Source: an optimization exercise on an open RTL-to-GDS flow (aim: small area and a short achievable clock period). Production flows keep margins and buffers that such runs may drop.
In this exercise RTL edits were held to simulation tests only and were not proved equivalent to the original.
No activity file was given, so power comes from the tool's default toggle rates.

==> run F <==
// rwq_dequant
module rwq_dequant (
    input  wire         clk,
    input  wire         rst,         
    input  wire         in_valid,
    input  wire [1:0]   fmt,
    input  wire [31:0]  codes,
    input  wire [31:0]  scale,
    input  wire [31:0]  bias,
    output reg          out_valid,
    output reg  [127:0] dout
);
export LEC_CHECK = 0
export ABC_AREA = 1
export CAP_MARGIN = 20
export CORE_MARGIN = 2
export CORE_UTILIZATION = 55
export PLACE_DENSITY = 0.7
export SLEW_MARGIN = 20
create_clock -name core_clock -period 44.0 [get_ports {clk}]
standard.sh (not shown) runs the stock make flow with config.mk's settings and CLKGATE_MAP_FILE= SYNTH_SCRIPT=/design/flow/synth_recipe.tcl, a recipe that flattens the netlist after the stock synthesis.
==> flow/flow/run.sh <==
#!/bin/bash
# The standard layout (the standard.sh: standard synthesis, then ORFS to finish), with
# ORFS's timing repair asked to keep 33 ns of setup slack at the 44 ns clock, so that it
# works on the achieved period. Everything else, constraints included, is unchanged.
set -euo pipefail
bash standard.sh SETUP_SLACK_MARGIN=33 finish > standard.log 2>&1
==> inputs of run R, as changes to run F <==
--- a/flow/design.v
+++ b/flow/design.v
@@ -28,39 +28,48 @@
     wire [26:0] a4 = d[4] ? {16'b0, a3[26:16]} : a3;
     wire        s4 = s3 | (d[4] & (|a3[15:0]));
     assign y = {a4[26:1], a4[0] | s4};
 endmodule
 module rwq_mul_lane (
     input  wire [7:0]  q,
     input  wire [23:0] m,        
     input  wire [25:0] m3,       
-    input  wire [7:0]  e,        
     input  wire        s_special,    
     input  wire        s_nan,
-    output wire [31:0] pt,       
-    output wire        rnd,      
+    output wire [31:0] prod,     
+    output wire        qzero,
     output wire        p_nan
 );
+    assign qzero = (q == 8'd0);
+    assign p_nan = s_nan | (s_special & qzero);
     function [25:0] sel;
         input [1:0]  dg;
         input [23:0] m;
         input [25:0] m3;
         sel = ({26{dg == 2'd1}} & {2'd0, m}) | ({26{dg == 2'd2}} & {1'd0, m, 1'd0}) |
               ({26{dg == 2'd3}} & m3);
     endfunction
     wire [31:0] a0 = {6'd0, sel(q[1:0], m, m3)};
     wire [31:0] a1 = {4'd0, sel(q[3:2], m, m3), 2'd0};
     wire [31:0] a2 = {2'd0, sel(q[5:4], m, m3), 4'd0};
     wire [31:0] a3 = {sel(q[7:6], m, m3), 6'd0};
     wire [31:0] s1 = a0 ^ a1 ^ a2;
     wire [31:0] c1 = ((a0 & a1) | (a0 & a2) | (a1 & a2)) << 1;
     wire [31:0] s2 = s1 ^ c1 ^ a3;
     wire [31:0] c2 = ((s1 & c1) | (s1 & a3) | (c1 & a3)) << 1;
-    wire [31:0] prod = s2 + c2;
+    assign prod = s2 + c2;
+endmodule
+module rwq_prnd_lane (
+    input  wire [31:0] prod,
+    input  wire [7:0]  e,
+    input  wire        qzero,
+    output wire [31:0] pt,       
+    output wire        rnd       
+);
     reg  [3:0]  k;
     always @(*) begin
         casez (prod[31:24])
             8'b1???????: k = 4'd8;
             8'b01??????: k = 4'd7;
             8'b001?????: k = 4'd6;
             8'b0001????: k = 4'd5;
             8'b00001???: k = 4'd4;
@@ -69,21 +78,19 @@
             8'b00000001: k = 4'd1;
             default:     k = 4'd0;
         endcase
     end
     wire [23:0] r0;
     wire        g, s;
     rwq_round_sh u_sh (.x(prod), .k(k), .kept(r0), .guard(g), .sticky(s));
     assign rnd = g & (s | r0[0]);
-    wire        qzero = (q == 8'd0);
     wire [9:0]  exs   = {1'b0, e, 1'b1} + {5'd0, k, r0[23]};
     wire [8:0]  ex    = qzero ? 9'd0 : exs[9:1];
     assign pt = {ex, r0[22:0]};
-    assign p_nan = s_nan | (s_special & qzero);
 endmodule
 module rwq_pround (
     input  wire [31:0] pt,
     input  wire        rnd,
     output wire [30:0] pm,
     output wire        p_ovf
 );
     wire [31:0] pr = pt + {31'd0, rnd};
@@ -101,22 +108,19 @@
     output wire        sgn       
 );
     wire [33:0] cmp   = {1'b0, pt, 1'b1} + {2'b11, ~b[30:0], rnd};
     wire        swap  = cmp[33];
     wire [30:0] big   = swap ? b[30:0] : pm;
     wire [30:0] sml   = swap ? pm : b[30:0];
     assign      sgn   = swap ? b[31] : ps;
     wire        sub   = ps ^ b[31];
-    wire [7:0]  ep    = (pm[30:23] == 8'd0) ? 8'd1 : pm[30:23];
-    wire [7:0]  ebb   = (b[30:23] == 8'd0) ? 8'd1 : b[30:23];
-    wire [7:0]  dpb   = ep - ebb;
-    wire [7:0]  dbp   = ebb - ep;
-    assign      eb    = swap ? ebb : ep;
-    wire [7:0]  d     = swap ? dbp : dpb;
+    assign      eb    = (big[30:23] == 8'd0) ? 8'd1 : big[30:23];
+    wire [7:0]  es    = (sml[30:23] == 8'd0) ? 8'd1 : sml[30:23];
+    wire [7:0]  d     = eb - es;
     wire [23:0] mb    = {big[30:23] != 8'd0, big[22:0]};
     wire [23:0] ms    = {sml[30:23] != 8'd0, sml[22:0]};
     wire [4:0]  dd    = (d[7:5] != 3'd0) ? 5'd31 : d[4:0];
     wire [26:0] al;
     rwq_rshift_sticky u_al (.x({ms, 3'b000}), .d(dd), .y(al));
     wire [28:0] sm    = {1'b0, mb, 3'b000, 1'b1} + {1'b0, al ^ {27{sub}}, sub};
     assign sum = {sm[28] ^ sub, sm[27:1]};
 endmodule
@@ -141,37 +145,38 @@
     wire [27:0] n     = sum << lsh;
     wire [7:0]  ef1   = eb - {3'd0, lsh};            
     wire [23:0] sig   = n[27:4];
     wire        g     = n[3];
     wire        st    = |n[2:0];
     wire [24:0] rr    = {1'b0, sig} + {24'd0, g & (st | sig[0])};
     wire [8:0]  yexp  = {1'b0, ef1} + {7'd0, rr[24:23]};
     wire        ovf   = (yexp >= 9'd255);
-    wire        zero  = (sum == 28'd0);
+    wire        zero  = z[4] & z[3] & z[2];      
     wire inf  = ~r_nan & (r_inf | ovf);
     wire rsgn = r_inf ? r_isg : zero ? zsgn : sgn;
     wire [7:0]  oexp = (r_nan | inf) ? 8'hFF : zero ? 8'd0 : yexp[7:0];
     wire [22:0] oman = r_nan ? 23'h400000 : (inf | zero) ? 23'd0 : rr[22:0];
     assign y = {rsgn, oexp, oman};
 endmodule
 module rwq_mac_lane (
     input  wire [7:0]  q,
     input  wire [31:0] scale,
     input  wire [31:0] bias,
     output wire [31:0] y
 );
     wire [23:0] m  = {scale[30:23] != 8'd0, scale[22:0]};
     wire [25:0] m3 = {1'b0, m, 1'b0} + {2'd0, m};
     wire [7:0]  e  = (scale[30:23] == 8'd0) ? 8'd0 : scale[30:23] - 8'd1;
-    wire [31:0] pt;
-    wire        rnd, p_nan;
-    rwq_mul_lane u_mul (.q(q), .m(m), .m3(m3), .e(e), .s_special(scale[30:23] == 8'hFF),
+    wire [31:0] prod, pt;
+    wire        qzero, rnd, p_nan;
+    rwq_mul_lane u_mul (.q(q), .m(m), .m3(m3), .s_special(scale[30:23] == 8'hFF),
                         .s_nan((scale[30:23] == 8'hFF) && (scale[22:0] != 0)),
-                        .pt(pt), .rnd(rnd), .p_nan(p_nan));
+                        .prod(prod), .qzero(qzero), .p_nan(p_nan));
+    rwq_prnd_lane u_prnd (.prod(prod), .e(e), .qzero(qzero), .pt(pt), .rnd(rnd));
     wire [30:0] pm;
     wire        p_ovf;
     rwq_pround u_pr (.pt(pt), .rnd(rnd), .pm(pm), .p_ovf(p_ovf));
     wire p_inf = ~p_nan & ((scale[30:23] == 8'hFF) | p_ovf);
     wire [27:0] sum;
     wire [7:0]  eb;
     wire        sgn;
     rwq_add_lane u_add (.ps(scale[31]), .pt(pt), .rnd(rnd), .pm(pm), .b(bias), .sum(sum), .eb(eb), .sgn(sgn));
@@ -243,50 +248,77 @@
     wire [9:0]  h_f   = s1_scale[9:0];
     reg  [3:0]  h_p;
     integer k;
     always @(*) begin
         h_p = 4'd0;
         for (k = 0; k < 10; k = k + 1)
             if (h_f[k]) h_p = k[3:0];
     end
-    wire [10:0] h_m   = (h_e != 5'd0) ? {1'b1, h_f} : ({1'b0, h_f} << (4'd10 - h_p));
-    wire [12:0] h_m3  = {1'b0, h_m, 1'b0} + {2'd0, h_m};
+    wire [3:0]  h_sh  = 4'd10 - h_p;              
+    wire [10:0] h_m   = (h_e != 5'd0) ? {1'b1, h_f} : ({1'b0, h_f} << h_sh);
+    wire [11:0] h_f3  = {1'b0, h_f, 1'b0} + {2'd0, h_f};
+    wire [12:0] h_m3  = (h_e != 5'd0) ? ({1'b0, h_f3} + 13'd3072) : ({1'b0, h_f3} << h_sh);
     wire [7:0]  h_x   = (h_e != 5'd0) ? {3'd0, h_e} + 8'd111 :
                         (h_f != 10'd0) ? {4'd0, h_p} + 8'd102 : 8'd0;
     wire [23:0] sm    = s1_wide ? f_m  : {h_m, 13'd0};
     wire [25:0] sm3   = s1_wide ? f_m3 : {h_m3, 13'd0};
     wire [7:0]  sx    = s1_wide ? f_x  : h_x;
     wire        ssign = s1_wide ? s1_scale[31] : s1_scale[15];
     wire        sspec = s1_wide ? (f_e == 8'hFF) : (h_e == 5'h1F);
     wire        snan  = sspec & (s1_wide ? (s1_scale[22:0] != 23'd0) : (h_f != 10'd0));
-    wire [127:0] pt;
-    wire [3:0]   rnd, p_nan;
+    wire [127:0] prod;
+    wire [3:0]   qzero, p_nan;
     genvar i;
     generate
         for (i = 0; i < 4; i = i + 1) begin : mul
-            rwq_mul_lane u_mul (.q(s1_q[8*i +: 8]), .m(sm), .m3(sm3), .e(sx), .s_special(sspec),
-                                .s_nan(snan), .pt(pt[32*i +: 32]),
-                                .rnd(rnd[i]), .p_nan(p_nan[i]));
+            rwq_mul_lane u_mul (.q(s1_q[8*i +: 8]), .m(sm), .m3(sm3), .s_special(sspec),
+                                .s_nan(snan), .prod(prod[32*i +: 32]),
+                                .qzero(qzero[i]), .p_nan(p_nan[i]));
+        end
+    endgenerate
+    reg         sp_valid;
+    reg [127:0] sp_prod;
+    reg [3:0]   sp_qzero, sp_pnan;
+    reg [7:0]   sp_x;
+    reg         sp_ps, sp_sinf;
+    reg [31:0]  sp_bias;
+    always @(posedge clk) begin
+        if (rst) sp_valid <= 1'b0;
+        else     sp_valid <= s1_valid;
+        sp_prod  <= prod;
+        sp_qzero <= qzero;
+        sp_pnan  <= p_nan;
+        sp_x     <= sx;
+        sp_ps    <= ssign;
+        sp_sinf  <= sspec & ~snan;
+        sp_bias  <= bias32;
+    end
+    wire [127:0] pt;
+    wire [3:0]   rnd;
+    generate
+        for (i = 0; i < 4; i = i + 1) begin : prnd
+            rwq_prnd_lane u_prnd (.prod(sp_prod[32*i +: 32]), .e(sp_x), .qzero(sp_qzero[i]),
+                                  .pt(pt[32*i +: 32]), .rnd(rnd[i]));
         end
     endgenerate
     reg         s2_valid;
     reg [127:0] s2_pt;
     reg [3:0]   s2_rnd, s2_pnan;
     reg         s2_ps, s2_sinf;
     reg [31:0]  s2_bias;
     always @(posedge clk) begin
         if (rst) s2_valid <= 1'b0;
-        else     s2_valid <= s1_valid;
+        else     s2_valid <= sp_valid;
         s2_pt   <= pt;
         s2_rnd  <= rnd;
-        s2_pnan <= p_nan;
-        s2_ps   <= ssign;
-        s2_sinf <= sspec & ~snan;
-        s2_bias <= bias32;
+        s2_pnan <= sp_pnan;
+        s2_ps   <= sp_ps;
+        s2_sinf <= sp_sinf;
+        s2_bias <= sp_bias;
     end
     wire b_inf = (s2_bias[30:23] == 8'hFF) && (s2_bias[22:0] == 0);
     wire b_nan = (s2_bias[30:23] == 8'hFF) && (s2_bias[22:0] != 0);
     wire [111:0] sum;
     wire [31:0]  eb;
     wire [3:0]   sgn;
     wire [123:0] s2_pm;
     wire [3:0]   p_ovf;
==> flow/flow/run.sh (replaced) <==
#!/bin/bash
# The standard layout (the standard.sh: the standard synthesis, then ORFS to finish), with
# two changes to how it is made:
#  - ORFS's timing repair is asked to keep 33.8 ns of setup slack at the 44 ns clock, so that it
#    works on the achieved period;
#  - the buffer put on every input and output port is buf_2 rather than the delay buffer
#    buffer_ports picks by default.
# The constraints (clock period, input and output delays, load) are the design's, unchanged.
set -euo pipefail
bash standard.sh SETUP_SLACK_MARGIN=33.8 "BUFFER_PORTS_ARGS=-buffer_cell sky130_fd_sc_hd__buf_2" finish > standard.log 2>&1
==> comparison table <==
Sequential standard cell area: run R 0.0148 mm2; run F 0.0112 mm2
Yosys warning total: run R 4; run F 3
Proportion of cell area occupied by multi-input gates: run R 65.2%; run F 68.3%
Pin slew with the least headroom to its limit: run R 1.19 ns; run F 1.23 ns
Clock group share of total power: run R 10.8%; run F 9.7%
Non-CTS inverters: run R 1472; run F 1544
End of the worst register-to-register path: run R s3_sum[83]$_DFF_P_; run F s2_pt[30]$_SDFF_PP0_
Area enclosed by the die boundary: run R 0.139 mm2; run F 0.137 mm2
Wire length of the first global-routing pass: run R 432000 um; run F 441000 um
Delay of the slowest cell on the worst path: run R 0.40 ns; run F 0.66 ns
Final WS setup: run R 33.91 ns; run F 33.52 ns
Overall track demand over capacity in global routing: run R 38.7%; run F 40.3%
Final routed wirelength across all metal layers: run R 282000 um; run F 289000 um
Logic depth of the worst register-to-register path: run R 47; run F 63
Number of sequential cells in the layout: run R 739; run F 560
Sequential fraction of the synthesis area: run R 19.7%; run F 15.2%
Origin of the critical flop-to-flop path: run R s2_bias[29]$_DFF_P_; run F s1_scale[2]$_DFF_P_
Worst slew margin: run R 19.5%; run F 17.5%
Leak Pwr: run R 39.7 nW; run F 39.7 nW
Proportion of total power due to net switching: run R 57.0%; run F 58.1%
Non-Clock Buffer Area Fraction: run R 3.28%; run F 4.75%
GRT met3 Usage: run R 6.69%; run F 8.52%
Number of non-filler instances in the completed layout: run R 13800; run F 14100
#FFs+latches synth: run R 739; run F 560
Outcome: run R complete, no violations; run F complete, no violations
Crit path to: run R dout[63]; run F dout[127]

-- what the ideal ports hide --
The results above use ideal ports. As a check the final layouts listed here were re-extracted and re-timed, cells and wires unchanged. Step 1 assumes that a clkbuf_16 drives the clock port and a buf_2 every other input. Step 2 adds t to the input delays and takes it off the output delays; t is the mean of the earliest and latest rising clock arrival at the registers after step 1. Input paths then give back, and output paths get back, about the clock's delay inside the block. a / b / c = no drivers / after step 1 / after step 2; a / b = the first two.
run | shift t [ns] | setup WS [ns] | worst register clock-pin slew, ns
run F | 0.772 | 33.519 / 33.436 / 33.406 | 0.08 / 0.08
run R | 0.811 | 33.906 / 33.821 / 33.432 | 0.07 / 0.07
After both steps every run listed still meets setup and hold. The setup slack of run R, which loses most, moves by -0.085 ns with the drivers and by -0.474 ns with both steps.
